Source: an optimization exercise on an open RTL-to-GDS flow (aim: small area). Production flows keep margins and buffers that such runs may drop. Only simulation tests tie the RTL to the original design; equivalence was not proved. No activity file was given, so power comes from the tool's default toggle rates.

$ cat design/flow/design.v
module umps_chardev (
    input  wire        clk,
    input  wire        rst,           
    input  wire [7:0]  clock_rate,    
    input  wire        tick,          
    input  wire        req_valid,
    input  wire        req_write,
    input  wire [7:0]  req_addr,      
    input  wire [31:0] req_wdata,
    output reg         rvalid,
    output reg  [31:0] rdata,
    input  wire [15:0] working,       
    input  wire [7:0]  rx_valid,      
    input  wire [63:0] rx_data,
    output wire [7:0]  rx_ready,
    output reg  [7:0]  prn_valid,     
    output wire [63:0] prn_data,
    output reg  [7:0]  tx_valid,      
    output wire [63:0] tx_data,
    output wire [4:0]  ip             
);
    wire       do_write = req_valid & req_write;
    wire       do_read  = req_valid & ~req_write;
    wire       hit_prn  = req_addr[7:5] == 3'b011;    
    wire       hit_term = req_addr[7:5] == 3'b100;    
    wire [2:0] dev      = req_addr[4:2];
    wire [1:0] idx      = req_addr[1:0];
    wire [7:0] opcode   = req_wdata[7:0];
    wire       op_reset = opcode == 8'd0;
    wire       op_ack   = opcode == 8'd1;
    wire       op_char  = opcode == 8'd2;
    wire [31:0] wbus = rst ? 32'd0 : req_wdata;
    reg [63:0] tod;
    always @(posedge clk) begin
        if (rst)
            tod <= 64'd0;
        else
            tod <= tod + {63'd0, tick};
    end
    wire [16:0] now = tod[16:0];
    wire [16:0] cr      = {9'd0, clock_rate};
    wire [16:0] lat80   = cr * 17'd80;
    reg  [16:0] lat_m1;
    always @(*) begin
        case ({hit_term, op_char})
            2'b00:   lat_m1 = cr * 17'd40  - 17'd1;    
            2'b01:   lat_m1 = cr * 17'd8   - 17'd1;    
            2'b10:   lat_m1 = cr * 17'd400 - 17'd1;    
            default: lat_m1 = lat80        - 17'd1;    
        endcase
    end
    wire [16:0] dl_new   = now + lat_m1;    
    wire [16:0] dl_retry = now + lat80;     
    function [3:0] opdec;                   
        input [7:0] op;
        reg z;
        begin
            z = ~|op[7:2];
            opdec = {~z | (op[1] & op[0]), z & op[1] & ~op[0],
                     z & ~op[1] & op[0], z & ~op[1] & ~op[0]};
        end
    endfunction
    function pend_of;
        input [3:0] d;
        input       busy;
        input       e;
        pend_of = ~busy & ~d[1] & ~(d[0] & e);
    endfunction
    reg  [31:0] p_cmd   [0:7];
    reg  [31:0] p_data0 [0:7];
    reg  [16:0] p_dl    [0:7];
    reg  [7:0]  p_busy;
    wire [7:0]  pend6;
    wire [2:0]  p_code  [0:7];
    reg  [31:0] t_rcmd  [0:7];
    reg  [31:0] t_tcmd  [0:7];
    reg  [16:0] t_rdl   [0:7];    
    reg  [16:0] t_tdl   [0:7];
    reg  [7:0]  t_rbusy;
    reg  [7:0]  t_tbusy;
    reg  [7:0]  t_rxfull;
    reg  [7:0]  t_rxbyte [0:7];
    wire [7:0]  pend7;
    wire [15:0] r_stat  [0:7];
    wire [15:0] x_stat  [0:7];
    assign ip       = {|pend7, |pend6, 3'b000};
    assign rx_ready = ~t_rxfull;
    wire op_busy = op_reset | op_char;    
    genvar g;
    generate
        for (g = 0; g < 8; g = g + 1) begin : dv
            wire [3:0] pd   = opdec(p_cmd[g][7:0]);
            wire p_sel  = do_write & hit_prn & (dev == g) & ~p_busy[g];
            wire p_wcmd = p_sel & (idx == 2'd1);
            wire p_wdat = p_sel & (idx == 2'd2);
            wire p_done = tick & p_busy[g] & (now == p_dl[g]);
            wire p_char = p_cmd[g][1];      
            wire p_e    = p_dl[g][16];      
            assign prn_data[8*g +: 8] = p_data0[g][7:0];
            assign pend6[g]  = pend_of(pd, p_busy[g], p_e);
            assign p_code[g] = p_busy[g] ? 3'd3 :
                               pd[3]     ? 3'd2 :
                               (pd[2] & p_e) ? 3'd4 : 3'd1;
            always @(posedge clk) begin
                if (rst | p_wcmd) p_cmd[g]   <= wbus;
                if (rst | p_wdat) p_data0[g] <= wbus;
                if (p_wcmd)       p_dl[g]     <= dl_new;
                else if (p_done)  p_dl[g][16] <= p_char & ~working[g];
                if (rst)          p_dl[g][16] <= 1'b1;
            end
            always @(posedge clk) begin
                if (rst) begin
                    p_busy[g]    <= 1'b0;
                    prn_valid[g] <= 1'b0;
                end else begin
                    prn_valid[g] <= p_done & p_char & working[g];
                    if (p_wcmd)
                        p_busy[g] <= op_busy;
                    else if (p_done)
                        p_busy[g] <= 1'b0;
                end
            end
            wire [3:0] rd_ = opdec(t_rcmd[g][7:0]);
            wire r_wcmd = do_write & hit_term & (dev == g) & (idx == 2'd1) & ~t_rbusy[g];
            wire r_due  = tick & t_rbusy[g] & (now == t_rdl[g]);
            wire r_char = t_rcmd[g][1];
            wire r_retry = r_due & r_char & ~t_rxfull[g];
            wire r_take  = r_due & r_char & t_rxfull[g] & working[8+g];
            wire r_e     = t_rdl[g][16];
            assign pend7[g] = pend_of(rd_, t_rbusy[g], r_e) |
                              pend_of(opdec(t_tcmd[g][7:0]), t_tbusy[g], t_tdl[g][16]);
            assign r_stat[g] = t_rbusy[g] ? 16'd3 :
                               rd_[3]     ? 16'd2 :
                               rd_[2]     ? (r_e ? 16'd4 : {t_rdl[g][7:0], 8'd5}) :
                                            16'd1;
            always @(posedge clk) begin
                if (rst | r_wcmd) t_rcmd[g] <= wbus;
                if (r_wcmd)       t_rdl[g]  <= dl_new;
                else if (r_retry) t_rdl[g]  <= dl_retry;
                else if (r_due)   t_rdl[g]  <= {r_char & ~working[8+g], t_rdl[g][15:8], t_rxbyte[g]};
                if (rst)          t_rdl[g][16] <= 1'b1;
            end
            always @(posedge clk) begin
                if (rst)
                    t_rbusy[g] <= 1'b0;
                else if (r_wcmd)
                    t_rbusy[g] <= op_busy;
                else if (r_due & ~r_retry)
                    t_rbusy[g] <= 1'b0;
            end
            always @(posedge clk) begin
                if (rst)
                    t_rxfull[g] <= 1'b0;
                else if (r_take)
                    t_rxfull[g] <= 1'b0;
                else if (rx_valid[g])
                    t_rxfull[g] <= 1'b1;
                if (rx_valid[g] & ~t_rxfull[g])
                    t_rxbyte[g] <= rx_data[8*g +: 8];
            end
            wire [3:0] xd   = opdec(t_tcmd[g][7:0]);
            wire x_wcmd = do_write & hit_term & (dev == g) & (idx == 2'd3) & ~t_tbusy[g];
            wire x_done = tick & t_tbusy[g] & (now == t_tdl[g]);
            wire x_char = t_tcmd[g][1];
            wire x_e    = t_tdl[g][16];
            assign tx_data[8*g +: 8] = t_tcmd[g][15:8];
            assign x_stat[g] = t_tbusy[g] ? 16'd3 :
                               xd[3]      ? 16'd2 :
                               xd[2]      ? {t_tcmd[g][15:8], 5'd0, 2'b10, ~x_e} :
                                            16'd1;
            always @(posedge clk) begin
                if (rst | x_wcmd) t_tcmd[g] <= wbus;
                if (x_wcmd)       t_tdl[g]     <= dl_new;
                else if (x_done)  t_tdl[g][16] <= x_char & ~working[8+g];
                if (rst)          t_tdl[g][16] <= 1'b1;
            end
            always @(posedge clk) begin
                if (rst) begin
                    t_tbusy[g]  <= 1'b0;
                    tx_valid[g] <= 1'b0;
                end else begin
                    tx_valid[g] <= x_done & x_char & working[8+g];
                    if (x_wcmd)
                        t_tbusy[g] <= op_busy;
                    else if (x_done)
                        t_tbusy[g] <= 1'b0;
                end
            end
        end
    endgenerate
    wire [7:0] dsel;
    assign dsel = 8'd1 << dev;
    wire [3:0] isel;
    assign isel = 4'd1 << idx;
    reg [31:0] rd_mux;
    integer k;
    always @(*) begin
        rd_mux = 32'd0;
        for (k = 0; k < 8; k = k + 1) begin
            rd_mux = rd_mux
                | ({32{hit_prn  & dsel[k] & isel[0]}} & {29'd0, p_code[k]})
                | ({32{hit_prn  & dsel[k] & isel[1]}} & p_cmd[k])
                | ({32{hit_prn  & dsel[k] & isel[2]}} & p_data0[k])
                | ({32{hit_term & dsel[k] & isel[0]}} & {16'd0, r_stat[k]})
                | ({32{hit_term & dsel[k] & isel[1]}} & t_rcmd[k])
                | ({32{hit_term & dsel[k] & isel[2]}} & {16'd0, x_stat[k]})
                | ({32{hit_term & dsel[k] & isel[3]}} & t_tcmd[k]);
        end
        rd_mux = rd_mux
            | ({32{req_addr == 8'd160}} & tod[31:0])
            | ({32{req_addr == 8'd161}} & tod[63:32])
            | ({32{req_addr == 8'd165}} & {24'd0, pend6})
            | ({32{req_addr == 8'd166}} & {24'd0, pend7});
    end
    always @(posedge clk) begin
        rvalid <= do_read & ~rst;
        rdata  <= rd_mux;
    end
endmodule
$ cat design/flow/flow/run.sh
#!/bin/bash
set -euo pipefail
bash standard.sh finish "BUFFER_PORTS_ARGS=-buffer_cell sky130_fd_sc_hd__buf_1" > flow_make.log 2>&1
$ cat design/flow/standard.sh
#!/bin/bash
# synth_recipe.tcl (not shown) runs the flow's synth.tcl, then flattens the netlist and writes it again
# the make line also repeats each setting of config.mk as NAME=value (left out here)
make -C /OpenROAD-flow-scripts/flow DESIGN_CONFIG=/design/flow/config.mk WORK_HOME=/design/flow/orfs CLKGATE_MAP_FILE= SYNTH_SCRIPT=/design/flow/synth_recipe.tcl "${@:-finish}"
$ cat design/flow/config.mk
export PLATFORM = sky130hd
export DESIGN_NAME = umps_chardev
export DESIGN_NICKNAME = umps_chardev
export VERILOG_FILES = /design/flow/design.v
export SDC_FILE = /design/flow/constraint.sdc
export NUM_CORES = 4
export LEC_CHECK = 0
export CAP_MARGIN = 20
export CORE_MARGIN = 2
export CORE_UTILIZATION = 55
export CTS_BUF_LIST = sky130_fd_sc_hd__clkbuf_8
export CTS_CLUSTER_DIAMETER = 60
export CTS_CLUSTER_SIZE = 14
export PLACE_DENSITY = 0.75
export SLEW_MARGIN = 20
$ cat design/flow/constraint.sdc
create_clock -name core_clock -period 10.0 [get_ports {clk}]
set_input_delay 2.0000 -clock core_clock [delete_from_list [all_inputs] [get_ports {clk}]]
set_output_delay 2.0000 -clock core_clock [all_outputs]
set_load 0.01 [all_outputs]
==> results of run 1 <==
## registers in the layout (all words and copies together) (netlist names), 32 cells and up
register,cells
t_rxbyte,64
p_cmd,256
t_tdl,136
t_rcmd,256
rdata,32
t_tcmd,256
p_dl,136
p_data0,256
tod,64
t_rdl,136
## per-stage QoR
step	std cells	power (mW)	hold slack, ps
2_1_floorplan	5147	8.758	444.4
3_3_place_gp	6915	9.338	464.1
3_5_place_dp	6915	9.366	470.6
4_1_cts	7177	13.24	495.7
5_1_grt	7186	13.60	530.1
6_report	7194	13.37	487.1
## synthesized netlist by cell type, drive strengths merged, types with 25 or more instances
cell type | count | share of area (%)
nand4 | 191 | 1.7
a222oi | 43 | 0.61
a211oi | 25 | 0.27
inv | 88 | 0.47
nor2b | 54 | 0.48
o22ai | 79 | 0.71
dfxtp | 169 | 4.8
ha | 77 | 1.4
buf | 216 | 1.9
nand3 | 114 | 0.81
a22oi | 318 | 3.4
edfxtp | 1472 | 63
a21oi | 104 | 0.74
xnor2 | 310 | 3.8
o21ai | 116 | 0.82
nor2 | 309 | 1.7
nand2 | 250 | 1.3
a221oi | 120 | 1.5
nor3 | 103 | 0.74
xor2 | 207 | 2.6
and3 | 55 | 0.49
clkbuf | 167 | 0.89
nor4 | 111 | 1.0
a22o | 112 | 1.4
## worst register-to-register path: cells and delay by family (launching register included)
kind / cells / cell delay [ps]
AND/OR/NAND/NOR: 2 / 450
flip-flops: 1 / 560
buffers and inverters: 2 / 1460
AO/OA/AOI/OAI: 4 / 960
XOR/XNOR: 1 / 820
adder cells (fa/ha/maj): 1 / 830
## final cells by class
cell class,count,area (um2),area share (%)
multi-input combinational,3033,21410,27.87
tap,1662,2079,2.706
antenna,16,40.04,0.05211
clock inverter,112,828.3,1.078
clock buffer,150,2064,2.687
inverter,90,337.8,0.4397
timing repair buffer,490,2467,3.211
sequential,1641,47610,61.96
## cell families (layout without fill, tap and decap cells)
| logic type | count (synthesis) | count (layout) | synth area share [%] |
|---|---|---|---|
| flops | 1641 | 1641 | 67.39 |
| xor+xnor | 517 | 517 | 6.423 |
| simple gates | 1325 | 1325 | 9.710 |
| compound gates | 1103 | 1103 | 11.62 |
| other cells | 1 | 19 | 0.005311 |
| fa+ha+maj | 82 | 82 | 1.506 |
| buf+inv | 473 | 842 | 3.303 |
| mux | 3 | 3 | 0.04430 |
## where the power goes
| part | leakage, nW | internal, mW | switching, mW |
|---|---|---|---|
| combinational | 8.50 | 0.243 | 0.879 |
| clock | 1.73 | 1.64 | 2.44 |
| sequential | 15.3 | 7.93 | 0.239 |
| total | 25.5 | 9.81 | 3.56 |
## final timing paths
check	start	to	cells after the start
min reg2reg	t_tcmd[5][28]	rdata[28]	2
max reg2reg	tod[0]	t_tdl[1][14]	10
min	t_tcmd[5][28]	rdata[28]	2
max	req_wdata[4]	t_tdl[1][14]	18
## metal layers
layer | wire (um) | GRT usage [%]
met5 | 345 | 0.8509
met4 | 18800 | 23.06
met3 | 50170 | 16.61
met2 | 121700 | 61.36
met1 | 103800 | 59.81
## placed cells by master (no fill, tap or decap), types with 104 or more instances in the layout
cell and instances:
a21oi_1 104, a221oi_1 120, a22o_1 112, a22oi_1 318, buf_1 326, buf_4 161, clkbuf_8 150, dfxtp_1 152
edfxtp_1 1472, inv_1 163, nand2_1 239, nand3_1 114, nand4_1 191, nor2_1 275, o21ai_0 114, xnor2_1 307
xor2_1 204
==> qor.csv, run 1 <==
stage,metric,value,unit
power_and_ir_drop,p_leak,25.49,nW
sta,worstMarginPinSlew,1209,ps
worst_setup_path,critical_path_required,10490,ps
clock_tree,clkLatencyLatePin,1010,ps
synth,synth_seq_area_share,67.39,%
worst_setup_path,slowest_delay,820,ps
worst_setup_path,crit_type,primary input to register,
finish,n_fill_cell,9827,
clock_tree,cts_resized,0,
finish,final_cell_area,76830,um2
clock_tree,hold_buffers,0,
grt,grt.total_usage,43.99,%
clock_tree,tritoncts,built,
detailed_routing,vias,53160,
sta,fin_skew,102.9,ps
detailed_routing,routed_wl,294800,um
run,drv_cap,0,
synth,syn_inst,5145,
clock_tree,clkTransAtPathRegs,90,ps
die,ios,331,
grt,grt_start_max_net_pins,93,
synth,synth_warnings,9,
detailed_routing,drc_errors,0,
finish,nNetsFinal,5625,
worst_setup_path,start_kind,primary input,
grt,grt_pass1_vias,49070,
worst_setup_path,crit_chain,buf_1 > or4_1 > nor4_4 > buf_4 > and2_1 > mux2i_1 > xnor2_1 > nand2_1 > o21ai_0 > ha_1 > a21oi_1 > nand2_1 > o21ai_0 > o21a_1 > a21oi_1 > a21oi_1 > xor2_1 > inv_1,
clock_tree,cts_root_buf,clkbuf_8,
power_and_ir_drop,powerDensity,174.0,nW/um2
sta,rsz0062_at_grt,no,
sta,fmax,136.2,MHz
die,die_h,362.3,um
sta,drv_slew,0,
worst_setup_path,crit_top_cell,a21oi_1,
detailed_routing,viasPerCell,7.390,
synth,ys_async_sr_fraction,0,%
clock_tree,clk_path_buf_depth,3,
worst_setup_path,arrival,7830,ps
grt,grt_pass1_wl,395600,um
finish,final_util,60.25,%
worst_setup_path,cp_max_fo,17,
place,pre_cts_slack,1923,ps
die,die_w,362.3,um
finish,area_growth,8.816,%
clock_tree,clock_sinks,1641,
clock_tree,cts_inserted_buffers,146,
sta,post-route-period-util,73.41,%
clock_tree,htreeDepth,4,
synth,synth.avg_cell_area,13.72,um2
die,num_rows,131,
power_and_ir_drop,ir_drop,138.2,uV
detailed_routing,ant_nets,0,
detailed_routing,dr.pass1.iters,9,
sta,finalSetupViolCount,0,
place,gp_congestion,1.049,
die,core_area,127500,um2
worst_setup_path,cpLargestDelayFamily,simple AND/OR/NAND/NOR gates,
finish,layout-drive-gt1-share,9.681,%
min_path,hp-class,register to register,
worst_setup_path,cp_num_buf_inv,3,
sta,finalWorstSetupSlack,2659,ps
worst_setup_path,r2r_slack,4480,ps
run_status,status,"complete, no violations",
synth,synth-seq-cells,1641,
detailed_routing,routedWlPerCell,40.97,um
synth,synth-edff-count,1472,
worst_setup_path,crit_path_end_kind,register,
grt,overflow,0,
grt,antenna_found_initial,31,
place,dp_hpwl,190700,um
detailed_routing,dr.first_iter.drc_count,11960,
sta,hold_viol,0,
synth,ys_types,90,
synth,synthFlopType,edfxtp_1,
clock_tree,cts_setup_buffers,0,
place,port_buffers,327,
sta,tns,0,ps
sta,relSlewSlack,18.93,%
die,start_util,55.37,%
sta,fin_crit,7341,ps
place,postPlaceCellArea,73810,um2
worst_setup_path,crit_slowest_cell,or4_1,
synth,syn_area,70610,um2
die,dieArea,131300,um2
==> run 2: changes to the inputs <==
--- a/design/flow/config.mk
+++ b/design/flow/config.mk
@@ -8,8 +8,7 @@
 export CAP_MARGIN = 20
 export CORE_MARGIN = 2
-export CORE_UTILIZATION = 55
+export CORE_UTILIZATION = 40
 export CTS_BUF_LIST = sky130_fd_sc_hd__clkbuf_8
 export CTS_CLUSTER_DIAMETER = 60
 export CTS_CLUSTER_SIZE = 14
-export PLACE_DENSITY = 0.75
 export SLEW_MARGIN = 20
==> run 2 against run 1 <==
Critical path depth down 1; sequential power hardly changed; non-clock buffer count rose by 3; clock-buffer cell count increased by 10; routed wire length increased by 4.2%; synthesized area unchanged; synthesized cell count is the same; register-to-register slack improved by 290 ps; final area up 1.4%; first-iteration DRC count down 22%; final cell count rose by 9.6%; worst setup slack better by 54 ps.
==> qor.csv, run 2 <==
stage,metric,value,unit
synth,synth-seq-cells,1641,
worst_setup_path,cp_max_fo,17,
min_path,worstHoldEndpoint,rdata[31],
grt,grt.total_usage,33.26,%
worst_setup_path,crit_path_end_kind,register,
die,dieArea,179900,um2
detailed_routing,ant_nets,0,
detailed_routing,dr.pass1.iters,9,
run_status,status,"complete, no violations",
die,ios,331,
finish,layout_commonest_cell,edfxtp_1,
clock_tree,clkTransAtPathRegs,90,ps
detailed_routing,drc_errors,0,
power_and_ir_drop,powerDensity,173.1,nW/um2
finish,multi_input_area,21470,um2
sta,relSlewSlack,18.28,%
worst_setup_path,crit_slowest_cell,xnor2_1,
synth,ys_async_sr_fraction,0,%
sta,rsz0062_at_grt,no,
sta,fin_hold_ws,504.3,ps
die,die_w,424.2,um
synth,synth_xor_area_share,6.423,%
min_path,hold_depth,2,
worst_setup_path,cpLargestDelayFamily,simple AND/OR/NAND/NOR gates,
detailed_routing,vias,51990,
sta,drv_slew,0,
sta,worstMarginPinSlew,1225,ps
detailed_routing,routed_wl,307100,um
sta,hold_viol,0,
clock_tree,clk_path_buf_depth,3,
die,num_rows,154,
clock_tree,clock_sinks,1641,
grt,overflow,0,
worst_setup_path,start_kind,primary input,
grt,grt_start_max_net_pins,66,
place,gp_congestion,1.049,
sta,post-route-period-util,72.87,%
clock_tree,cts_resized,0,
worst_setup_path,critical_path_required,10580,ps
grt,grt_pass1_vias,48540,
clock_tree,cts_root_buf,clkbuf_8,
sta,fin_skew,59.52,ps
worst_setup_path,crit_top_cell,o21ai_0,
min_path,worstHoldStart,p_data0[7][31],
detailed_routing,dr.first_iter.drc_count,9292,
die,start_util,40.18,%
synth,synth_top_cell_area_share,62.60,%
finish,nNetsFinal,5636,
sta,finalSetupViolCount,0,
worst_setup_path,slowest_delay,870,ps
worst_setup_path,cp_num_buf_inv,2,
worst_setup_path,ff2ff_path_depth,7,
power_and_ir_drop,p_leak,25.57,nW
worst_setup_path,reg2reg_from,tod[0],
clock_tree,cts_inserted_buffers,154,
detailed_routing,routedWlPerCell,38.94,um
min_path,hp-class,register to register,
synth,synthSimpleGateAreaFrac,9.710,%
finish,layout-drive-gt1-share,10.35,%
power_and_ir_drop,ir_drop,140.2,uV
finish,final_cell_area,77900,um2
sta,fmax,137.2,MHz
synth,ys_types,90,
finish,seq_area,47610,um2
sta,fin_crit,7287,ps
grt,antenna_found_initial,28,
worst_setup_path,arrival,7860,ps
synth,synth_area_leader_cell,edfxtp_1,
place,port_buffers,327,
die,die_h,424.2,um
detailed_routing,viasPerCell,6.592,
run,drv_cap,0,
synth,synth_warnings,9,
worst_setup_path,crit_chain,buf_1 > or4_1 > nor4_4 > and2_1 > mux2i_1 > xnor2_1 > nand2_1 > o21ai_0 > ha_1 > a21oi_1 > nand2_1 > o21ai_0 > o21ai_0 > o21ai_0 > nand2b_1 > xnor2_1 > inv_1,
synth,synth.area.mux_share,0.04430,%
synth,synthAdderAreaFrac,1.506,%
finish,n_fill_cell,16060,
finish,area_growth,10.32,%
synth,syn_area,70610,um2
grt,grt_pass1_wl,410300,um
finish,layout_common_cells,"edfxtp_1 (1472), buf_1 (325), a22oi_1 (318), xnor2_1 (306), nor2_1 (275)",
place,dp_hpwl,200700,um
synth,synth.avg_cell_area,13.72,um2
clock_tree,htreeDepth,4,
worst_setup_path,reg2reg_to,p_dl[0][4],
place,postPlaceCellArea,74720,um2
synth,synth_area_leaders,"edfxtp_1 (63%), dfxtp_1 (4.8%), xnor2_1 (3.8%)",
synth,synth_seq_area_share,67.39,%
worst_setup_path,crit_type,primary input to register,
clock_tree,hold_buffers,0,
clock_tree,clkLatencyLatePin,1010,ps
sta,tns,0,ps
worst_setup_path,r2r_slack,4770,ps
synth,synth_top_family_by_area,compound AO/OA/AOI/OAI gates,
synth,synth_compound_area_share,11.62,%
die,core_area,175700,um2
synth,syn_inst,5145,
clock_tree,tritoncts,built,
synth,synth-edff-count,1472,
synth,synth_most_common_cell,edfxtp_1,
synth,yosys-top-cells-count,"edfxtp_1 (1472), a22oi_1 (318), xnor2_1 (310)",
synth,synthFlopType,edfxtp_1,
clock_tree,cts_setup_buffers,0,
## run 2: cell counts after synthesis
No cell type changed its count.
## run 2: kinds of logic (layout without fill, tap and decap cells)
logic type | after synthesis | after routing
AO/OA/AOI/OAI | 1103 | 1103
XOR/XNOR | 517 | 517
adder cells (fa/ha/maj) | 82 | 82
buffers and inverters | 473 | 863
flip-flops | 1641 | 1641
multiplexers | 3 | 3
other | 1 | 12
AND/OR/NAND/NOR | 1325 | 1325
## run 2: area by class of cell
cell class / count / area share (%)
Tap cell: 2340 / 3.758
Inverter: 90 / 0.4337
Antenna cell: 9 / 0.02891
Clock buffer: 160 / 2.827
Timing Repair Buffer: 493 / 3.182
Multi-Input combinational cell: 3033 / 27.56
Sequential cell: 1641 / 61.11
Clock inverter: 120 / 1.097
## run 2: per-stage QoR
| stage | worst slack, ps | util (%) | std cells | total power, mW |
|---|---|---|---|---|
| 6_report | 2713 | 44.33 | 7886 | 13.49 |
| 5_1_grt | 2398 | 44.33 | 7885 | 13.80 |
| 4_1_cts | 2836 | 44.26 | 7877 | 13.46 |
| 3_5_place_dp | 1755 | 42.52 | 7597 | 9.386 |
| 3_3_place_gp | 1840 | 42.51 | 7597 | 9.365 |
| 2_1_floorplan | 3269 | - | 5147 | 8.758 |
## run 2: routing by layer
metal / part of all wire (%) / wire length [um] / track usage, %
met3: 11 / 35160 / 7.611
met5: 0.028 / 85 / 0
met2: 44 / 136200 / 50.52
met1: 37 / 113100 / 43.23
met4: 7.4 / 22580 / 20.70
## run 2: how the worst max path moves through the flow
stage / startpoint / to / slack [ps] / cells after the start
6_report: req_wdata[4] / p_dl[1][12] / 2710 / 17
5_1_grt: req_wdata[4] / p_dl[1][12] / 2400 / 17
4_1_cts: req_wdata[4] / p_dl[7][12] / 2840 / 17
3_5_place_dp: req_wdata[4] / p_dl[0][12] / 1750 / 17
3_3_place_gp: req_wdata[4] / p_dl[5][12] / 1840 / 17
2_1_floorplan: req_addr[3] / p_data0[6][0] / 3270 / 5
## run 2: tightest hold or removal path: stages (launching register included)
cell,delay [ps]
edfxtp_1,340
a22oi_1,70
nand4_1,70
## run 2: report_power, final
group / total [mW] / internal (mW) / switching (mW)
sequential: 8.16 / 7.93 / 0.230
clock: 4.21 / 1.65 / 2.57
combinational: 1.12 / 0.242 / 0.877
total: 13.5 / 9.82 / 3.67
==> run 3: changes to the inputs <==
--- a/design/flow/config.mk
+++ b/design/flow/config.mk
@@ -12,3 +12,3 @@
 export CTS_CLUSTER_DIAMETER = 60
 export CTS_CLUSTER_SIZE = 14
-export SLEW_MARGIN = 20
+export SLEW_MARGIN = 10
==> run 3 against run 2 <==
Still clean on timing, DRC and antenna; utilization rose by 0.14 points; synthesized area did not move; first-iteration DRC count fell by 2.0%; final area rose by 0.32%; clock skew rose by 10 ps; largest cell class unchanged; largest power group unchanged.
==> qor.csv, run 3 <==
stage,metric,value,unit
synth,synth_warnings,9,
place,pre_cts_slack,1820,ps
synth,synth_most_common_cell,edfxtp_1,
worst_setup_path,r2r_slack,4840,ps
place,port_buffers,327,
worst_setup_path,reg2reg_from,tod[0],
place,gp_congestion,1.049,
min_path,hp-class,register to register,
clock_tree,cts_inserted_buffers,152,
power_and_ir_drop,clkPwrFrac,31.6,%
finish,nNetsFinal,5653,
detailed_routing,ant_nets,0,
synth,syn_inst,5145,
clock_tree,clk_path_buf_depth,3,
sta,fin_crit,7358,ps
synth,ys_types,90,
die,die_h,424.2,um
die,core_area,175700,um2
worst_setup_path,crit_type,primary input to register,
worst_setup_path,crit_chain,buf_1 > or4_1 > nor4_4 > and2_1 > mux2i_1 > xnor2_1 > nand2_1 > o21ai_0 > ha_1 > a21oi_1 > nand2_1 > o21ai_0 > o21ai_0 > o21ai_0 > nand2b_1 > xnor2_1 > inv_1,
sta,drv_slew,0,
synth,synth_seq_area_share,67.39,%
worst_setup_path,reg2reg_to,p_dl[0][4],
clock_tree,cts_root_buf,clkbuf_8,
synth,synth.avg_cell_area,13.72,um2
power_and_ir_drop,powerDensity,173.6,nW/um2
clock_tree,hold_buffers,0,
worst_setup_path,critical_path_required,10560,ps
power_and_ir_drop,p_leak,25.68,nW
detailed_routing,dr.pass1.iters,7,
place,postPlaceCellArea,74730,um2
grt,overflow,0,
grt,busiest_layer,met2,
sta,finalSetupViolCount,0,
synth,synth-seq-cells,1641,
grt,antenna_found_initial,20,
place,dp_hpwl,199900,um
finish,layout_commonest_cell,edfxtp_1,
power_and_ir_drop,p_int,9.911,mW
finish,n_fill_cell,15960,
detailed_routing,dr.first_iter.drc_count,9102,
sta,tns,0,ps
clock_tree,clkTransAtPathRegs,90,ps
detailed_routing,routedWlPerCell,38.64,um
finish,area_growth,10.68,%
worst_setup_path,crit_slowest_cell,xnor2_1,
sta,fin_skew,69.51,ps
min_path,worstHoldEndpoint,rdata[31],
grt,met1_usage,43.20,%
synth,synth_area_leaders,"edfxtp_1 (63%), dfxtp_1 (4.8%), xnor2_1 (3.8%)",
clock_tree,tritoncts,built,
run,drv_cap,0,
sta,fmax,135.9,MHz
worst_setup_path,crit_top_cell,o21ai_0,
sta,rsz0062_at_grt,no,
detailed_routing,viasPerCell,6.553,
synth,synth_top_cell_area_share,62.60,%
grt,grt_pass1_vias,48210,
power_and_ir_drop,ir_drop,137.6,uV
grt,grt_pass1_wl,408600,um
worst_setup_path,cp_max_fo,17,
sta,relSlewSlack,14.91,%
worst_setup_path,startpoint,req_wdata[4],
clock_tree,clock_sinks,1641,
worst_setup_path,slowest_delay,870,ps
synth,ys_async_sr_fraction,0,%
synth,synth-edff-count,1472,
detailed_routing,drc_errors,0,
min_path,worstHoldStart,p_data0[7][31],
finish,final_cell_area,78150,um2
power_and_ir_drop,switchingPower,3.657,mW
grt,grt_start_max_net_pins,66,
clock_tree,cts_resized,0,
die,start_util,40.18,%
finish,layout-drive-gt1-share,10.52,%
power_and_ir_drop,seqPwrFrac,60.1,%
worst_setup_path,arrival,7910,ps
synth,synthFlopType,edfxtp_1,
die,dieArea,179900,um2
clock_tree,clkLatencyLatePin,1020,ps
detailed_routing,vias,51790,
synth,synth_area_leader_cell,edfxtp_1,
run_status,status,"complete, no violations",
grt,grt.total_usage,33.09,%
sta,fin_hold_ws,492.0,ps
sta,finalWorstSetupSlack,2642,ps
sta,hold_viol,0,
power_and_ir_drop,pwr-share-comb,8.3,%
synth,yosys-top-cells-count,"edfxtp_1 (1472), a22oi_1 (318), xnor2_1 (310)",
worst_setup_path,crit_path_end_kind,register,
die,ios,331,
die,die_w,424.2,um
worst_setup_path,start_kind,primary input,
sta,worstMarginPinSlew,1267,ps
grt,grt_use_met2,50.25,%
min_path,hold_depth,2,
clock_tree,htreeDepth,4,
worst_setup_path,ff2ff_path_depth,7,
detailed_routing,routed_wl,305400,um
power_and_ir_drop,netSwitchingFraction,26.95,%
finish,layout_common_cells,"edfxtp_1 (1472), buf_1 (325), a22oi_1 (318), xnor2_1 (307), nor2_1 (275)",
sta,post-route-period-util,73.58,%
synth,syn_area,70610,um2
clock_tree,cts_setup_buffers,0,
die,num_rows,154,
grt,grt_use_met3,7.514,%
## run 3: layout make-up
class                      instances  area [um2]  area share (%)
sequential                      1641       47610           60.92
multi-input combinational       3033       21370           27.34
tap                             2340        2928           3.746
timing repair buffer             512        2756           3.527
clock buffer                     158        2175           2.782
clock inverter                   119       952.2           1.218
inverter                          90       337.8          0.4323
antenna                           11       27.53         0.03522
## run 3: worst max path at each step
stage               endpoint  depth (start not counted)
6_report        t_tdl[6][12]                         17
5_1_grt         t_tdl[6][12]                         17
4_1_cts         t_tdl[6][12]                         17
3_5_place_dp     p_dl[2][12]                         17
3_3_place_gp     p_dl[5][12]                         17
2_1_floorplan  p_data0[6][0]                          5
## run 3: logic make-up after synthesis
group | share of synthesized area (%)
flip-flops | 67.39
AND/OR/NAND/NOR | 9.710
AO/OA/AOI/OAI | 11.62
XOR/XNOR | 6.423
buffers and inverters | 3.303
adder cells (fa/ha/maj) | 1.506
multiplexers | 0.04430
other | 0.005311
## run 3: worst max-delay path: cells and delay by family
family,cells,cell delay (ps)
AOI/OAI and AO/OA,5,1220
xor gates and xnor gates,2,1010
adders and majority gates,1,340
buffers and inverters,2,670
muxes,1,280
and+or+nand+nor,6,2340
## run 3: metal layers
metal,vias up,part of all wire [%]
met3,849,11
met5,-,0.0046
li1,20580,-
met1,26300,37
met2,4064,44
met4,2,7.1
## run 3: power by group through the flow
stage	Combinational (mW)	Sequential, mW	Clock (mW)
global placement	1.07	8.29	0
global route	1.16	8.17	4.55
floorplan	0.574	8.18	0
finish	1.12	8.16	4.29
detailed placement	1.08	8.30	0
CTS	1.09	8.14	4.31
## run 3: stage by stage
stage / utilization, % / power [mW] / cells
after global routing: 44.47 / 13.89 / 7899
after floorplan: - / 8.758 / 5147
after global placement: 42.51 / 9.365 / 7597
final: 44.47 / 13.57 / 7904
after CTS: 44.31 / 13.54 / 7875
after detailed placement: 42.53 / 9.384 / 7598
==> run 4: changes to the inputs <==
==> design/flow/run.sh (new file) <==
#!/bin/bash
# synth_recipe.tcl (not shown) runs the flow's synth.tcl, then flattens the netlist and writes it again
# the make line also repeats each setting of config.mk as NAME=value (left out here)
make -C /OpenROAD-flow-scripts/flow DESIGN_CONFIG=/design/flow/config.mk WORK_HOME=/design/flow/orfs CLKGATE_MAP_FILE= SYNTH_SCRIPT=/design/flow/synth_recipe.tcl finish
--- a/design/flow/config.mk
+++ b/design/flow/config.mk
@@ -12,3 +12,3 @@
 export CTS_CLUSTER_DIAMETER = 60
 export CTS_CLUSTER_SIZE = 14
-export SLEW_MARGIN = 10
+export SLEW_MARGIN = 20
removed: design/flow/flow/run.sh
removed: design/flow/standard.sh
==> run 4 against run 3 <==
Global-route usage rose by 0.81 points; register-to-register slack improved by 50 ps; final cell count fell by 0.11%; largest power group unchanged; first-iteration DRC count fell by 1.3%; final area rose by 2.2%; worst setup slack got worse by 220 ps; non-clock buffer count fell by 12; combinational power rose by 8%; via count barely moved.
==> qor.csv, run 4 <==
stage,metric,value,unit
run_status,status,"complete, no violations",
clock_tree,cts_root_buf,clkbuf_8,
worst_setup_path,cp_max_fo,16,
finish,layout-drive-gt1-share,10.16,%
synth,synth_top_cell_area_share,62.60,%
grt,grt_start_max_net_pins,70,
worst_setup_path,start_kind,primary input,
grt,grt.total_usage,33.90,%
finish,seq_area,47610,um2
die,start_util,40.18,%
finish,layout_common_cells,"edfxtp_1 (1472), clkdlybuf4s50_1 (326), a22oi_1 (318), xnor2_1 (308), nor2_1 (275)",
clock_tree,clk_path_buf_depth,3,
die,die_w,424.2,um
synth,ys_async_sr_fraction,0,%
detailed_routing,dr.first_iter.drc_count,8983,
grt,antenna_found_initial,26,
worst_setup_path,crit_type,primary input to register,
finish,n_fill_cell,15710,
clock_tree,clock_sinks,1641,
worst_setup_path,critical_path_required,10550,ps
detailed_routing,routedWlPerCell,39.58,um
grt,overflow,0,
clock_tree,hold_buffers,0,
sta,fin_skew,72.97,ps
place,dp_hpwl,206100,um
synth,synth_most_common_cell,edfxtp_1,
sta,rsz0062_at_grt,no,
min_path,hold_depth,2,
synth,synth.avg_cell_area,13.72,um2
die,die_h,424.2,um
synth,synth_area_leaders,"edfxtp_1 (63%), dfxtp_1 (4.8%), xnor2_1 (3.8%)",
clock_tree,cts_inserted_buffers,151,
power_and_ir_drop,p_leak,26.41,nW
worst_setup_path,crit_path_end_kind,register,
die,ios,331,
finish,final_cell_area,79860,um2
sta,finalWorstSetupSlack,2426,ps
synth,ys_types,90,
worst_setup_path,reg2reg_from,tod[1],
finish,nNetsFinal,5640,
finish,layout_commonest_cell,edfxtp_1,
finish,multi_input_area,21430,um2
min_path,worstHoldEndpoint,rdata[31],
sta,fmax,132.0,MHz
place,postPlaceCellArea,76790,um2
synth,yosys-top-cells-count,"edfxtp_1 (1472), a22oi_1 (318), xnor2_1 (310)",
die,core_area,175700,um2
clock_tree,clkTransAtPathRegs,90,ps
place,pre_cts_slack,1519,ps
sta,post-route-period-util,75.74,%
clock_tree,htreeDepth,4,
run,drv_cap,0,
detailed_routing,routed_wl,312500,um
synth,syn_area,70610,um2
clock_tree,tritoncts,built,
synth,synth-seq-cells,1641,
power_and_ir_drop,powerDensity,169.2,nW/um2
clock_tree,clkLatencyLatePin,1020,ps
detailed_routing,dr.pass1.iters,7,
min_path,hp-class,register to register,
worst_setup_path,reg2reg_to,p_dl[0][14],
detailed_routing,vias,51800,
finish,area_growth,13.10,%
place,port_buffers,327,
place,dp_cells,7604,
synth,synthFlopType,edfxtp_1,
detailed_routing,ant_nets,0,
min_path,worstHoldStart,p_data0[7][31],
synth,synth-edff-count,1472,
clock_tree,cts_resized,0,
worst_setup_path,arrival,8120,ps
worst_setup_path,ff2ff_path_depth,11,
detailed_routing,drc_errors,0,
detailed_routing,viasPerCell,6.561,
synth,synth_area_leader_cell,edfxtp_1,
synth,synth_seq_area_share,67.39,%
sta,drv_slew,0,
die,dieArea,179900,um2
die,num_rows,154,
finish,final_util,45.45,%
worst_setup_path,r2r_slack,4890,ps
synth,synth_warnings,9,
place,gp_congestion,1.035,
sta,tns,0,ps
finish,stdcell_count,7895,
sta,fin_hold_ws,509.4,ps
synth,syn_inst,5145,
grt,grt_pass1_vias,48400,
sta,worstMarginPinSlew,1239,ps
power_and_ir_drop,ir_drop,147.6,uV
sta,hold_viol,0,
sta,relSlewSlack,16.66,%
sta,finalSetupViolCount,0,
power_and_ir_drop,power,13.51,mW
clock_tree,cts_setup_buffers,0,
sta,fin_crit,7574,ps
grt,grt_pass1_wl,417800,um
[run 4: cell types whose count changed in the layout (fill, tap and decap cells not counted), moves of 5 or more]
| cell | delta |
|---|---|
| clkdlybuf4s50_1 | +326 |
| buf_1 | -325 |
| buf_8 | -18 |
| nor2b_2 | -15 |
| nor2b_4 | +15 |
| clkinvlp_4 | +11 |
| inv_1 | +7 |
| buf_4 | +6 |
| clkinv_8 | -5 |
[run 4: layout make-up]
type | count | area share, %
Multi-Input combinational cell | 3033 | 26.83
Tap cell | 2340 | 3.666
Antenna cell | 14 | 0.04387
Inverter | 90 | 0.4230
Clock inverter | 123 | 1.039
Sequential cell | 1641 | 59.61
Clock buffer | 154 | 2.654
Timing Repair Buffer | 500 | 5.730
[run 4: per-layer routing]
layer	track usage (%)	vias up	part of all wire [%]
li1	-	20560	-
met3	7.378	824	11
met1	45.04	26410	37
met5	0	-	0.017
met2	51.63	3998	45
met4	18.97	8	6.4
[run 4: worst max-delay path by stage]
| stage | startpoint | slack (ps) | to |
|---|---|---|---|
| 2_1_floorplan | req_addr[3] | 3270 | p_data0[6][0] |
| 3_3_place_gp | clock_rate[2] | 1540 | p_dl[5][15] |
| 3_5_place_dp | req_wdata[4] | 1520 | p_dl[0][15] |
| 4_1_cts | req_wdata[4] | 2540 | t_tdl[5][15] |
| 5_1_grt | clock_rate[2] | 2140 | t_tdl[5][15] |
| 6_report | clock_rate[2] | 2430 | p_dl[0][15] |
[run 4: worst max-delay path, stage by stage]
cell	delay, ps
clkdlybuf4s50_1	710
inv_1	150
ha_1	320
ha_1	270
inv_1	40
fa_1	480
inv_1	40
ha_1	330
nor2b_1	290
o22ai_2	140
xor2_1	320
o21bai_1	170
nand3_1	110
o211ai_1	150
o31ai_1	120
ha_1	220
nor3_1	270
a31o_2	220
o21bai_1	60
a21oi_1	180
xor2_1	870
inv_1	650
[run 4: report_power, final]
group	switching, mW	internal, mW
clock	2.54	1.61
sequential	0.231	7.93
combinational	0.870	0.339
[run 4: cells by family after synthesis]
logic type / synth area share (%)
adder cells (fa/ha/maj): 1.506
other: 0.005311
XOR/XNOR: 6.423
buffers and inverters: 3.303
AND/OR/NAND/NOR: 9.710
AO/OA/AOI/OAI: 11.62
multiplexers: 0.04430
flip-flops: 67.39
==> run 5: changes to the inputs <==
==> design/flow/flow/run.sh (new file) <==
#!/bin/bash
set -euo pipefail
bash standard.sh finish \
  "BUFFER_PORTS_ARGS=-buffer_cell sky130_fd_sc_hd__buf_1" \
  "RECOVER_POWER=100" > flow_make.log 2>&1
==> design/flow/standard.sh (new file) <==
#!/bin/bash
# synth_recipe.tcl (not shown) runs the flow's synth.tcl, then flattens the netlist and writes it again
# the make line also repeats each setting of config.mk as NAME=value (left out here)
make -C /OpenROAD-flow-scripts/flow DESIGN_CONFIG=/design/flow/config.mk WORK_HOME=/design/flow/orfs CLKGATE_MAP_FILE= SYNTH_SCRIPT=/design/flow/synth_recipe.tcl "${@:-finish}"
removed: design/flow/run.sh
==> run 5 against run 4 <==
Now fails the layout checks on capacitance limit, slew limit; final cell count decreased by 0.10%; worst hold slack got worse by 2.2 ps; combinational power fell by 9%; via count rose by 0.24%; sequential cell count stayed put; critical path depth is 12 lower.
==> qor.csv, run 5 <==
stage,metric,value,unit
run_status,status,"complete, but fails checks",
run_status,so_faults,"capacitance limit, slew limit",
place,port_buffers,327,
finish,n_fill_cell,16190,
detailed_routing,drc_errors,0,
synth,synth_area_leaders,"edfxtp_1 (63%), dfxtp_1 (4.8%), xnor2_1 (3.8%)",
sta,relSlewSlack,-215.7,%
worst_setup_path,arrival,9640,ps
synth,synth-seq-cells,1641,
finish,area_growth,9.418,%
die,die_w,424.2,um
finish,layout-drive-gt1-share,8.001,%
clock_tree,clkTransAtPathRegs,90,ps
finish,final_util,43.97,%
clock_tree,htreeDepth,4,
synth,syn_area,70610,um2
worst_setup_path,crit_slowest_cell,nand2_2,
grt,grt_pass1_vias,48540,
worst_setup_path,crit_type,primary input to register,
synth,synth_seq_area_share,67.39,%
clock_tree,clkLatencyLatePin,1010,ps
die,die_h,424.2,um
finish,layout_common_cells,"edfxtp_1 (1472), a22oi_1 (318), buf_1 (314), xnor2_1 (308), nor2_1 (280)",
die,num_rows,154,
grt,overflow,0,
clock_tree,tritoncts,built,
synth,synth_warnings,9,
die,start_util,40.18,%
sta,post-route-period-util,90.56,%
sta,fin_skew,64.77,ps
grt,grt_start_max_net_pins,66,
die,ios,331,
detailed_routing,dr.first_iter.drc_count,9789,
detailed_routing,vias,51930,
synth,synth_top_cell_area_share,62.60,%
worst_setup_path,start_kind,primary input,
synth,syn_inst,5145,
place,pre_cts_slack,1755,ps
finish,layout_commonest_cell,edfxtp_1,
synth,synth_most_common_cell,edfxtp_1,
die,core_area,175700,um2
clock_tree,cts_inserted_buffers,154,
sta,fin_crit,9056,ps
synth,synth_area_leader_cell,edfxtp_1,
sta,rsz0062_at_grt,no,
clock_tree,cts_root_buf,clkbuf_8,
clock_tree,hold_buffers,0,
sta,hold_viol,0,
sta,fmax,110.4,MHz
worst_setup_path,cp_max_fo,32,
worst_setup_path,crit_chain,buf_1 > clkbuf_1 > inv_1 > nand2_1 > clkbuf_1 > nor2_4 > buf_4 > clkbuf_1 > nand2_1 > nand2_2,
clock_tree,clock_sinks,1641,
synth,ys_async_sr_fraction,0,%
sta,tns,0,ps
sta,worstMarginPinSlew,4735,ps
sta,finalSetupViolCount,0,
power_and_ir_drop,ir_drop,139.7,uV
detailed_routing,dr.pass1.iters,8,
synth,yosys-top-cells-count,"edfxtp_1 (1472), a22oi_1 (318), xnor2_1 (310)",
detailed_routing,ant_nets,0,
synth,synth-edff-count,1472,
worst_setup_path,slowest_delay,1470,ps
run,drv_cap,64,
detailed_routing,routed_wl,306800,um
synth,synthFlopType,edfxtp_1,
place,dp_hpwl,200700,um
worst_setup_path,crit_top_cell,clkbuf_1,
synth,synth.avg_cell_area,13.72,um2
die,dieArea,179900,um2
worst_setup_path,critical_path_required,10580,ps
sta,drv_slew,1659,
clock_tree,cts_setup_buffers,0,
place,gp_congestion,1.049,
min_path,hp-class,register to register,
power_and_ir_drop,powerDensity,174.5,nW/um2
synth,ys_types,90,
sta,finalWorstSetupSlack,944.3,ps
worst_setup_path,cp_num_buf_inv,6,
finish,nNetsFinal,5636,
power_and_ir_drop,p_leak,25.19,nW
clock_tree,clk_path_buf_depth,3,
grt,grt_pass1_wl,410300,um
clock_tree,cts_resized,0,
grt,antenna_found_initial,28,
worst_setup_path,crit_path_end_kind,register,
detailed_routing,routedWlPerCell,38.90,um
detailed_routing,viasPerCell,6.584,
grt,grt.total_usage,33.26,%
worst_setup_path,cpLargestDelayFamily,buffers and inverters,
run 5: final timing paths:
kind | depth (start not counted) | to | slack [ps] | from
setup / recovery | 10 | t_rcmd[1][23] | 940 | req_addr[1]
hold reg to reg | 2 | rdata[31] | 510 | p_data0[7][31]
setup reg to reg | 9 | t_rdl[4][8] | 3550 | tod[9]
hold / removal | 2 | rdata[31] | 510 | p_data0[7][31]
run 5: layout make-up:
class / count / area, um2 / area share, %
flip-flops and latches: 1641 / 47600 / 61.61
clock buffers: 160 / 2202 / 2.850
inverters: 90 / 337.8 / 0.4373
clock inverters: 120 / 854.6 / 1.106
well taps: 2340 / 2928 / 3.790
diodes: 10 / 25.02 / 0.03239
repair buffers: 493 / 2216 / 2.868
multi-input cells: 3033 / 21090 / 27.30
run 5: logic make-up after synthesis:
| group | after synthesis | share of synthesized area (%) |
|---|---|---|
| compound gates | 1103 | 11.62 |
| xor+xnor | 517 | 6.423 |
| fa+ha+maj | 82 | 1.506 |
| buf+inv | 473 | 3.303 |
| flops | 1641 | 67.39 |
| mux | 3 | 0.04430 |
| other cells | 1 | 0.005311 |
| simple gates | 1325 | 9.710 |
run 5: routing by layer:
metal,GRT usage (%),vias to the layer above,wire length (um)
li1,-,20570,-
met1,43.23,26330,112400
met2,50.52,4077,136300
met3,7.611,948,35690
met4,20.70,10,22420
met5,0,-,72
run 5: where the power goes:
part           internal (mW)  switching [mW]  leakage, nW  total [mW]
logic                  0.225           0.871         8.16        1.10
registers               7.94           0.230         15.3        8.17
clock network           1.65            2.57         1.78        4.21
total                   9.81            3.67         25.2        13.5
run 5: metrics by stage:
stage / hold WS (ps) / total power [mW] / std cells / instance area (um2)
after global placement: 471.0 / 9.365 / 7597 / 74710
after CTS: 508.1 / 13.46 / 7877 / 77780
after detailed placement: 481.6 / 9.386 / 7597 / 74720
final: 507.2 / 13.48 / 7887 / 77260
after floorplan: 444.4 / 8.758 / 5147 / 70620
after global routing: 544.6 / 13.79 / 7884 / 77250
run 5: worst register-to-register path, delay by kind of cell (launching register included):
kind,cells,cell delay [ps]
xor+xnor,1,190
buf+inv,2,2150
flops,1,1030
simple gates,6,2710
==> run 6: changes to the inputs <==
==> design/flow/flow/run.sh (replaced) <==
#!/bin/bash
set -euo pipefail
bash standard.sh finish "BUFFER_PORTS_ARGS=-buffer_cell sky130_fd_sc_hd__buf_1" > flow_make.log 2>&1
--- a/design/flow/config.mk
+++ b/design/flow/config.mk
@@ -8,7 +8,8 @@
 export CAP_MARGIN = 20
 export CORE_MARGIN = 2
-export CORE_UTILIZATION = 40
+export CORE_UTILIZATION = 55
 export CTS_BUF_LIST = sky130_fd_sc_hd__clkbuf_8
-export CTS_CLUSTER_DIAMETER = 60
-export CTS_CLUSTER_SIZE = 14
+export CTS_CLUSTER_DIAMETER = 70
+export CTS_CLUSTER_SIZE = 15
+export PLACE_DENSITY = 0.75
 export SLEW_MARGIN = 20
==> run 6 against run 5 <==
Now clean on timing, DRC and antenna; clock power fell by 12%; combinational power barely moved; sequential share of layout area rose by 0.69 points; via count rose by 2.6%; die area fell by 27%; clock skew rose by 9.4 ps; largest cell class unchanged; global-route usage rose by 11 points.
==> qor.csv, run 6 <==
stage,metric,value,unit
worst_setup_path,critical_path_required,10520,ps
detailed_routing,met3_length,50060,um
synth,synth_top_cell_area_share,62.60,%
synth,ys_types,90,
sta,tns,0,ps
synth,syn_area,70610,um2
sta,drv_slew,0,
detailed_routing,dr.pass1.iters,7,
detailed_routing,routedWlPerCell,41.06,um
clock_tree,cts_root_buf,clkbuf_8,
power_and_ir_drop,ir_drop,154.7,uV
grt,overflow,0,
synth,yosys-top-cells-count,"edfxtp_1 (1472), a22oi_1 (318), xnor2_1 (310)",
finish,nNetsFinal,5614,
sta,fin_crit,7305,ps
grt,grt.total_usage,43.97,%
synth,synth_area_leader_cell,edfxtp_1,
synth,synth.avg_cell_area,13.72,um2
grt,grt_start_max_net_pins,93,
finish,layout-drive-gt1-share,9.301,%
detailed_routing,viasPerCell,7.430,
finish,multi_input_area,21400,um2
worst_setup_path,arrival,7830,ps
grt,grt_pass1_wl,395400,um
clock_tree,clkTransAtPathRegs,100,ps
die,start_util,55.37,%
power_and_ir_drop,power,13.00,mW
clock_tree,cts_setup_buffers,0,
synth,syn_inst,5145,
die,die_h,362.3,um
sta,finalSetupViolCount,0,
place,dp_hpwl,190700,um
place,dp_cells,6915,
power_and_ir_drop,powerDensity,170.1,nW/um2
finish,stdcell_count,7170,
grt,grt_pass1_vias,49120,
synth,synth_area_leaders,"edfxtp_1 (63%), dfxtp_1 (4.8%), xnor2_1 (3.8%)",
detailed_routing,vias,53280,
run_status,status,"complete, no violations",
grt,antenna_found_initial,23,
detailed_routing,routed_wl,294400,um
detailed_routing,topRoutingLayerUsed,met5,
clock_tree,clk_path_buf_depth,3,
finish,layout_common_cells,"edfxtp_1 (1472), buf_1 (326), a22oi_1 (318), xnor2_1 (307), nor2_1 (275)",
synth,synth_seq_area_share,67.39,%
finish,final_util,59.92,%
sta,rsz0062_at_grt,no,
synth,synth_most_common_cell,edfxtp_1,
sta,post-route-period-util,73.05,%
worst_setup_path,start_kind,primary input,
sta,fin_hold_ws,496.6,ps
place,port_buffers,327,
finish,seq_area,47610,um2
finish,n_fill_cell,9855,
sta,fmax,136.9,MHz
finish,area_growth,8.217,%
worst_setup_path,crit_type,primary input to register,
synth,synth-seq-cells,1641,
die,num_rows,131,
detailed_routing,met1_length,103400,um
place,postPlaceCellArea,73810,um2
synth,synth_warnings,9,
place,gp_congestion,1.049,
synth,synthFlopType,edfxtp_1,
clock_tree,cts_inserted_buffers,135,
worst_setup_path,cp_max_fo,17,
run,drv_cap,0,
die,ios,331,
clock_tree,hold_buffers,0,
min_path,hp-class,register to register,
clock_tree,clkLatencyLatePin,970,ps
sta,worstMarginPinSlew,1254,ps
clock_tree,clock_sinks,1641,
clock_tree,cts_resized,0,
synth,synth-edff-count,1472,
clock_tree,htreeDepth,4,
place,pre_cts_slack,1923,ps
detailed_routing,route.met2.wl,121200,um
clock_tree,tritoncts,built,
finish,layout_commonest_cell,edfxtp_1,
detailed_routing,ant_nets,0,
die,die_w,362.3,um
sta,hold_viol,0,
die,dieArea,131300,um2
sta,fin_skew,74.21,ps
synth,ys_async_sr_fraction,0,%
sta,relSlewSlack,15.60,%
worst_setup_path,crit_path_end_kind,register,
finish,final_cell_area,76410,um2
detailed_routing,drc_errors,0,
sta,finalWorstSetupSlack,2695,ps
power_and_ir_drop,p_leak,25.27,nW
die,core_area,127500,um2
detailed_routing,dr.first_iter.drc_count,11700,
-- run 6: cell counts after synthesis --
No cell type changed its count.
-- run 6: cell families (layout without fill, tap and decap cells) --
group	after synthesis	in the layout	synth area share, %
and+or+nand+nor	1325	1325	9.710
other	1	17	0.005311
muxes	3	3	0.04430
DFF	1641	1641	67.39
xor gates and xnor gates	517	517	6.423
adders and majority gates	82	82	1.506
buffers and inverters	473	820	3.303
AOI/OAI and AO/OA	1103	1103	11.62
-- run 6: final cells by class --
cell class / count / share of cell area, %
sequential: 1641 / 62.30
multi-input combinational: 3033 / 28.01
timing repair buffer: 490 / 3.229
tap: 1662 / 2.721
clock buffer: 137 / 2.468
clock inverter: 103 / 0.7794
inverter: 90 / 0.4421
antenna: 14 / 0.04585
-- run 6: layer usage --
layer	track usage, %	up-vias
met5	0	-
met4	23.46	10
met3	16.69	1066
met2	61.55	5555
met1	59.44	26160
li1	-	20490
-- run 6: path summary, 6_finish.rpt --
path | end | slack, ps | start | cells past startpoint
setup / recovery | t_tdl[5][14] | 2700 | req_wdata[4] | 18
hold / removal | rdata[28] | 500 | t_tcmd[5][28] | 2
setup reg to reg | t_tdl[5][14] | 4490 | tod[0] | 10
hold reg to reg | rdata[28] | 500 | t_tcmd[5][28] | 2
-- run 6: worst max-delay path, cell delays in order --
cell and delay, ps:
buf_1 80, or4_1 840, nor4_4 240, buf_4 370, and2_1 580, mux2i_1 280, xnor2_1 140, nand2_1 60
o21ai_0 100, ha_1 310, a21oi_1 240, nand2_1 100, o21ai_0 470, o21a_1 180, a21oi_1 100, a21oi_1 220
xor2_1 830, inv_1 640
-- run 6: power breakdown --
| group | internal (mW) | switching (mW) |
|---|---|---|
| combinational | 0.243 | 0.879 |
| clock | 1.34 | 2.37 |
| sequential | 7.93 | 0.239 |
| total | 9.51 | 3.49 |
==> run 7: changes to the inputs <==
--- a/design/flow/config.mk
+++ b/design/flow/config.mk
@@ -11,5 +11,5 @@
 export CTS_BUF_LIST = sky130_fd_sc_hd__clkbuf_8
 export CTS_CLUSTER_DIAMETER = 70
-export CTS_CLUSTER_SIZE = 15
+export CTS_CLUSTER_SIZE = 16
 export PLACE_DENSITY = 0.75
 export SLEW_MARGIN = 20
==> run 7 against run 6 <==
Synthesized cell count stayed put; power is 1.2% lower; sequential share of layout area is 0.10 points higher; final cell count hardly changed; utilization is 0.098 points lower; register-to-register slack worse by 20 ps; fmax is 0.87% lower; non-clock buffer count is 1 higher; critical path depth stayed put; combinational power hardly changed; critical endpoint is now t_tdl[1][14].
==> qor.csv, run 7 <==
stage,metric,value,unit
finish,final_cell_area,76290,um2
clock_tree,tritoncts,built,
finish,layout-drive-gt1-share,9.025,%
synth,synthFlopType,edfxtp_1,
worst_setup_path,crit_type,primary input to register,
worst_setup_path,ff2ff_path_depth,10,
run,drv_cap,0,
worst_setup_path,start_kind,primary input,
sta,fin_hold_ws,490.7,ps
min_path,hp-class,register to register,
die,num_rows,131,
worst_setup_path,r2r_slack,4470,ps
synth,synth_most_common_cell,edfxtp_1,
finish,n_fill_cell,9887,
clock_tree,clk_path_buf_depth,3,
grt,grt_start_max_net_pins,93,
die,die_w,362.3,um
sta,finalSetupViolCount,0,
finish,layout_commonest_cell,edfxtp_1,
place,port_buffers,327,
grt,grt_pass1_wl,394100,um
sta,fmax,135.7,MHz
clock_tree,clkLatencyLatePin,990,ps
clock_tree,clock_sinks,1641,
synth,ys_types,90,
clock_tree,cts_root_buf,clkbuf_8,
synth,synth.avg_cell_area,13.72,um2
synth,synth_area_leaders,"edfxtp_1 (63%), dfxtp_1 (4.8%), xnor2_1 (3.8%)",
synth,yosys-top-cells-count,"edfxtp_1 (1472), a22oi_1 (318), xnor2_1 (310)",
worst_setup_path,reg2reg_to,t_tdl[1][14],
sta,post-route-period-util,73.69,%
power_and_ir_drop,powerDensity,168.3,nW/um2
detailed_routing,dr.pass1.iters,9,
grt,overflow,0,
detailed_routing,routedWlPerCell,40.92,um
detailed_routing,dr.first_iter.drc_count,11590,
clock_tree,cts_inserted_buffers,121,
clock_tree,hold_buffers,0,
min_path,hold_depth,2,
grt,grt.total_usage,43.75,%
synth,synth-seq-cells,1641,
power_and_ir_drop,power,12.84,mW
detailed_routing,route.met2.wl,120700,um
place,postPlaceCellArea,73810,um2
synth,synth_top_cell_area_share,62.60,%
worst_setup_path,critical_path_required,10500,ps
detailed_routing,viasPerCell,7.420,
synth,synth_warnings,9,
die,dieArea,131300,um2
clock_tree,clkTransAtPathRegs,100,ps
sta,fin_skew,99.57,ps
synth,syn_inst,5145,
sta,fin_crit,7369,ps
worst_setup_path,cp_max_fo,17,
die,die_h,362.3,um
sta,tns,0,ps
worst_setup_path,arrival,7870,ps
detailed_routing,met3_length,49590,um
min_path,worstHoldEndpoint,rdata[28],
sta,relSlewSlack,15.24,%
detailed_routing,vias,53150,
synth,ys_async_sr_fraction,0,%
run_status,status,"complete, no violations",
clock_tree,htreeDepth,3,
clock_tree,cts_setup_buffers,0,
clock_tree,cts_resized,0,
detailed_routing,topRoutingLayerUsed,met5,
finish,layout_common_cells,"edfxtp_1 (1472), buf_1 (326), a22oi_1 (318), xnor2_1 (307), nor2_1 (275)",
min_path,worstHoldStart,t_tcmd[5][28],
detailed_routing,ant_nets,0,
detailed_routing,drc_errors,0,
power_and_ir_drop,ir_drop,163.3,uV
finish,nNetsFinal,5601,
synth,synth-edff-count,1472,
die,ios,331,
synth,syn_area,70610,um2
sta,drv_slew,0,
die,core_area,127500,um2
detailed_routing,met1_length,103500,um
finish,area_growth,8.039,%
grt,grt_pass1_vias,48830,
grt,antenna_found_initial,21,
worst_setup_path,crit_path_end_kind,register,
place,dp_hpwl,190700,um
sta,worstMarginPinSlew,1260,ps
sta,rsz0062_at_grt,no,
place,gp_congestion,1.049,
worst_setup_path,reg2reg_from,tod[0],
sta,hold_viol,0,
die,start_util,55.37,%
synth,synth_seq_area_share,67.39,%
power_and_ir_drop,p_leak,25.24,nW
synth,synth_area_leader_cell,edfxtp_1,
detailed_routing,routed_wl,293100,um
run 7: cell counts after synthesis:
No cell type changed its count.
run 7: worst max-delay path, stage by stage:
cell	delay, ps
buf_1	80
or4_1	830
nor4_4	250
buf_4	360
and2_1	590
mux2i_1	280
xnor2_1	140
nand2_1	60
o21ai_0	100
ha_1	310
a21oi_1	240
nand2_1	100
o21ai_0	490
o21a_1	180
a21oi_1	100
a21oi_1	230
xor2_1	820
inv_1	640
run 7: through the flow:
step                      utilization, %  instances  worst slack [ps]
after floorplan                        -       5147              3269
after global placement             57.86       6915              2026
after detailed placement           57.88       6915              1923
after CTS                          59.72       7145              2899
after global routing               59.81       7154              2384
final                              59.82       7163              2631
run 7: where the power goes:
part / total, mW / switching [mW] / internal [mW]
clock: 3.56 / 2.33 / 1.23
sequential: 8.17 / 0.238 / 7.93
combinational: 1.12 / 0.875 / 0.243
run 7: worst max path at each step:
| stage | from | endpoint | slack (ps) | cells after the start |
|---|---|---|---|---|
| 6_report | req_wdata[4] | t_tdl[1][14] | 2630 | 18 |
| 2_1_floorplan | req_addr[3] | p_data0[6][0] | 3270 | 5 |
| 3_5_place_dp | clock_rate[1] | p_dl[4][15] | 1920 | 23 |
| 5_1_grt | clock_rate[1] | t_tdl[0][15] | 2380 | 22 |
| 3_3_place_gp | clock_rate[2] | p_dl[5][15] | 2030 | 23 |
| 4_1_cts | clock_rate[2] | t_tdl[1][15] | 2900 | 23 |
run 7: final cells by class:
class | count | area [um2] | area share [%]
Antenna cell | 16 | 40.04 | 0.05248
Sequential cell | 1641 | 47610 | 62.41
Timing Repair Buffer | 491 | 2475 | 3.244
Multi-Input combinational cell | 3033 | 21410 | 28.06
Inverter | 90 | 337.8 | 0.4428
Clock buffer | 122 | 1679 | 2.201
Tap cell | 1662 | 2079 | 2.726
Clock inverter | 108 | 663.1 | 0.8693
run 7: cells by family after synthesis:
| group | after synthesis | synth area share, % |
|---|---|---|
| DFF | 1641 | 67.39 |
| and+or+nand+nor | 1325 | 9.710 |
| AOI/OAI and AO/OA | 1103 | 11.62 |
| xor gates and xnor gates | 517 | 6.423 |
| buffers and inverters | 473 | 3.303 |
| adders and majority gates | 82 | 1.506 |
| muxes | 3 | 0.04430 |
| other | 1 | 0.005311 |
run 7: layer usage:
metal | global-route usage [%] | up-vias
met1 | 59.68 | 26140
met3 | 15.79 | 1063
li1 | - | 20460
met2 | 61.42 | 5473
met4 | 22.95 | 16
met5 | 0.3700 | -
==> run 8: changes to the inputs <==
--- a/design/flow/config.mk
+++ b/design/flow/config.mk
@@ -8,8 +8,8 @@
 export CAP_MARGIN = 20
 export CORE_MARGIN = 2
-export CORE_UTILIZATION = 55
+export CORE_UTILIZATION = 65
 export CTS_BUF_LIST = sky130_fd_sc_hd__clkbuf_8
 export CTS_CLUSTER_DIAMETER = 70
-export CTS_CLUSTER_SIZE = 16
-export PLACE_DENSITY = 0.75
+export CTS_CLUSTER_SIZE = 15
+export PLACE_DENSITY = 0.85
 export SLEW_MARGIN = 20
==> run 8 against run 7 <==
Clock skew is 52 ps lower; worst setup slack worse by 200 ps; via count grew 3.2%; synthesized cell count is the same; combinational power about the same; critical path depth did not move; sequential power about the same; clock power rose by 2%; register-to-register slack gained 570 ps; fmax shrank 2.6%; clock-buffer cell count rose by 13; critical endpoint is now t_tdl[5][15]; highest routed layer unchanged.
==> qor.csv, run 8 <==
stage,metric,value,unit
run_status,status,"complete, no violations",
synth,synth-seq-cells,1641,
place,dp_hpwl,193700,um
synth,synth_seq_area_share,67.39,%
sta,finalWorstSetupSlack,2435,ps
die,core_area,107400,um2
place,port_buffers,327,
synth,synth_area_leaders,"edfxtp_1 (63%), dfxtp_1 (4.8%), xnor2_1 (3.8%)",
finish,final_util,70.89,%
die,start_util,65.77,%
synth,synth_top_cell_area_share,62.60,%
grt,busiest_layer,met2,
clock_tree,htreeDepth,4,
die,die_h,333.6,um
worst_setup_path,crit_slowest_cell,nor4_4,
grt,met1_usage,69.60,%
sta,hold_viol,0,
synth,ys_types,90,
clock_tree,cts_inserted_buffers,132,
sta,fmax,132.2,MHz
synth,synth-edff-count,1472,
clock_tree,clk_path_buf_depth,3,
clock_tree,hold_buffers,0,
grt,antenna_found_initial,21,
grt,grt_pass1_wl,400800,um
grt,grt_pass1_vias,51200,
synth,synth.avg_cell_area,13.72,um2
detailed_routing,ant_nets,0,
detailed_routing,vias,54860,
synth,ys_async_sr_fraction,0,%
grt,grt_use_met2,72.50,%
worst_setup_path,crit_path_end_kind,register,
clock_tree,clock_sinks,1641,
worst_setup_path,slowest_delay,890,ps
sta,tns,0,ps
sta,relSlewSlack,8.539,%
sta,fin_skew,47.95,ps
power_and_ir_drop,seqPwrFrac,63.0,%
grt,grt.total_usage,52.59,%
worst_setup_path,arrival,8000,ps
clock_tree,tritoncts,built,
worst_setup_path,critical_path_required,10440,ps
sta,worstMarginPinSlew,1359,ps
power_and_ir_drop,power,12.96,mW
min_path,hp-class,register to register,
sta,finalSetupViolCount,0,
finish,nNetsFinal,5624,
worst_setup_path,crit_type,primary input to register,
clock_tree,cts_resized,0,
power_and_ir_drop,p_int,9.499,mW
synth,synthFlopType,edfxtp_1,
finish,final_cell_area,76100,um2
power_and_ir_drop,switchingPower,3.462,mW
run,drv_cap,0,
sta,rsz0062_at_grt,no,
clock_tree,clkTransAtPathRegs,90,ps
die,ios,331,
place,pre_cts_slack,1956,ps
finish,area_growth,7.775,%
detailed_routing,dr.pass1.iters,21,
sta,drv_slew,0,
worst_setup_path,start_kind,primary input,
finish,layout-drive-gt1-share,9.509,%
die,dieArea,111300,um2
power_and_ir_drop,p_leak,25.31,nW
die,num_rows,120,
grt,grt_start_max_net_pins,65,
synth,syn_area,70610,um2
worst_setup_path,cp_max_fo,21,
detailed_routing,drc_errors,0,
power_and_ir_drop,clkPwrFrac,28.1,%
synth,synth_warnings,9,
clock_tree,cts_setup_buffers,0,
grt,grt_use_met3,23.19,%
sta,post-route-period-util,75.65,%
power_and_ir_drop,powerDensity,170.3,nW/um2
power_and_ir_drop,ir_drop,183.7,uV
grt,overflow,0,
place,postPlaceCellArea,73600,um2
sta,fin_crit,7565,ps
worst_setup_path,crit_chain,buf_1 > or4_1 > nor4_4 > buf_4 > nand2_1 > mux2i_1 > xor2_1 > o21ai_0 > ha_1 > o21ai_0 > nand2b_1 > o21a_1 > nand4_1 > a31o_2 > o21bai_1 > a21oi_1 > xor2_1 > inv_1,
sta,fin_hold_ws,491.5,ps
synth,synth_area_leader_cell,edfxtp_1,
synth,yosys-top-cells-count,"edfxtp_1 (1472), a22oi_1 (318), xnor2_1 (310)",
place,dp_cells,6669,
detailed_routing,routed_wl,296700,um
detailed_routing,dr.first_iter.drc_count,13230,
detailed_routing,routedWlPerCell,42.93,um
finish,layout_commonest_cell,edfxtp_1,
clock_tree,clkLatencyLatePin,920,ps
clock_tree,cts_root_buf,clkbuf_8,
finish,stdcell_count,6913,
die,die_w,333.6,um
detailed_routing,viasPerCell,7.936,
power_and_ir_drop,netSwitchingFraction,26.71,%
finish,layout_common_cells,"edfxtp_1 (1472), buf_1 (326), a22oi_1 (318), xnor2_1 (304), nor2_1 (273)",
synth,syn_inst,5145,
power_and_ir_drop,pwr-share-comb,8.9,%
synth,synth_most_common_cell,edfxtp_1,
place,gp_congestion,1.062,
-- run 8: cell counts after synthesis --
Identical to the previous run, type by type.
-- run 8: critical path, delay by kind of cell --
family	cells	cell delay, ps
xor gates and xnor gates	2	990
adders and majority gates	1	410
muxes	1	350
AOI/OAI and AO/OA	6	840
buffers and inverters	3	1170
and+or+nand+nor	5	2200
-- run 8: logic make-up (layout without fill, tap and decap cells) --
group / count (synthesis) / count (layout) / synth area share [%]
DFF: 1641 / 1641 / 67.39
and+or+nand+nor: 1325 / 1325 / 9.710
AOI/OAI and AO/OA: 1103 / 1103 / 11.62
xor gates and xnor gates: 517 / 517 / 6.423
buffers and inverters: 473 / 826 / 3.303
adders and majority gates: 82 / 82 / 1.506
muxes: 3 / 3 / 0.04430
other: 1 / 13 / 0.005311
-- run 8: area by class of cell --
cell class,instances,area [um2]
clock buffer,135,1858
tap,1403,1755
multi-input combinational,3033,21420
sequential,1641,47610
clock inverter,98,544.3
fill,6830,31250
inverter,90,337.8
timing repair buffer,503,2556
antenna,10,25.02
-- run 8: path summary, 6_finish.rpt --
| path | endpoint | slack (ps) | from | cells past startpoint |
|---|---|---|---|---|
| worst max-delay path | t_tdl[5][15] | 2440 | req_wdata[4] | 18 |
| worst min-delay path | rdata[28] | 490 | t_tcmd[5][28] | 2 |
| worst max register to register | t_tdl[5][15] | 5040 | tod[3] | 11 |
| worst min register to register | rdata[28] | 490 | t_tcmd[5][28] | 2 |
-- run 8: routing by layer --
layer | share of wire (%) | wire length (um)
met1 | 33 | 97290
met2 | 40 | 119100
met3 | 19 | 57440
met4 | 7.6 | 22680
met5 | 0.068 | 202
-- run 8: power by group through the flow --
stage / clock (mW) / sequential (mW) / combinational [mW]
global route: 3.80 / 8.18 / 1.16
CTS: 3.57 / 8.14 / 1.07
finish: 3.64 / 8.17 / 1.15
floorplan: 0 / 8.18 / 0.574
global placement: 0 / 8.27 / 1.05
detailed placement: 0 / 8.30 / 1.07

Setup slack of run 8, layout unchanged: 2.435 ns with ideal ports, 2.493 ns with driving cells assumed (clock clkbuf_16, inputs buf_2), 1.514 ns with port delays also shifted by the 0.978 ns mid clock arrival.
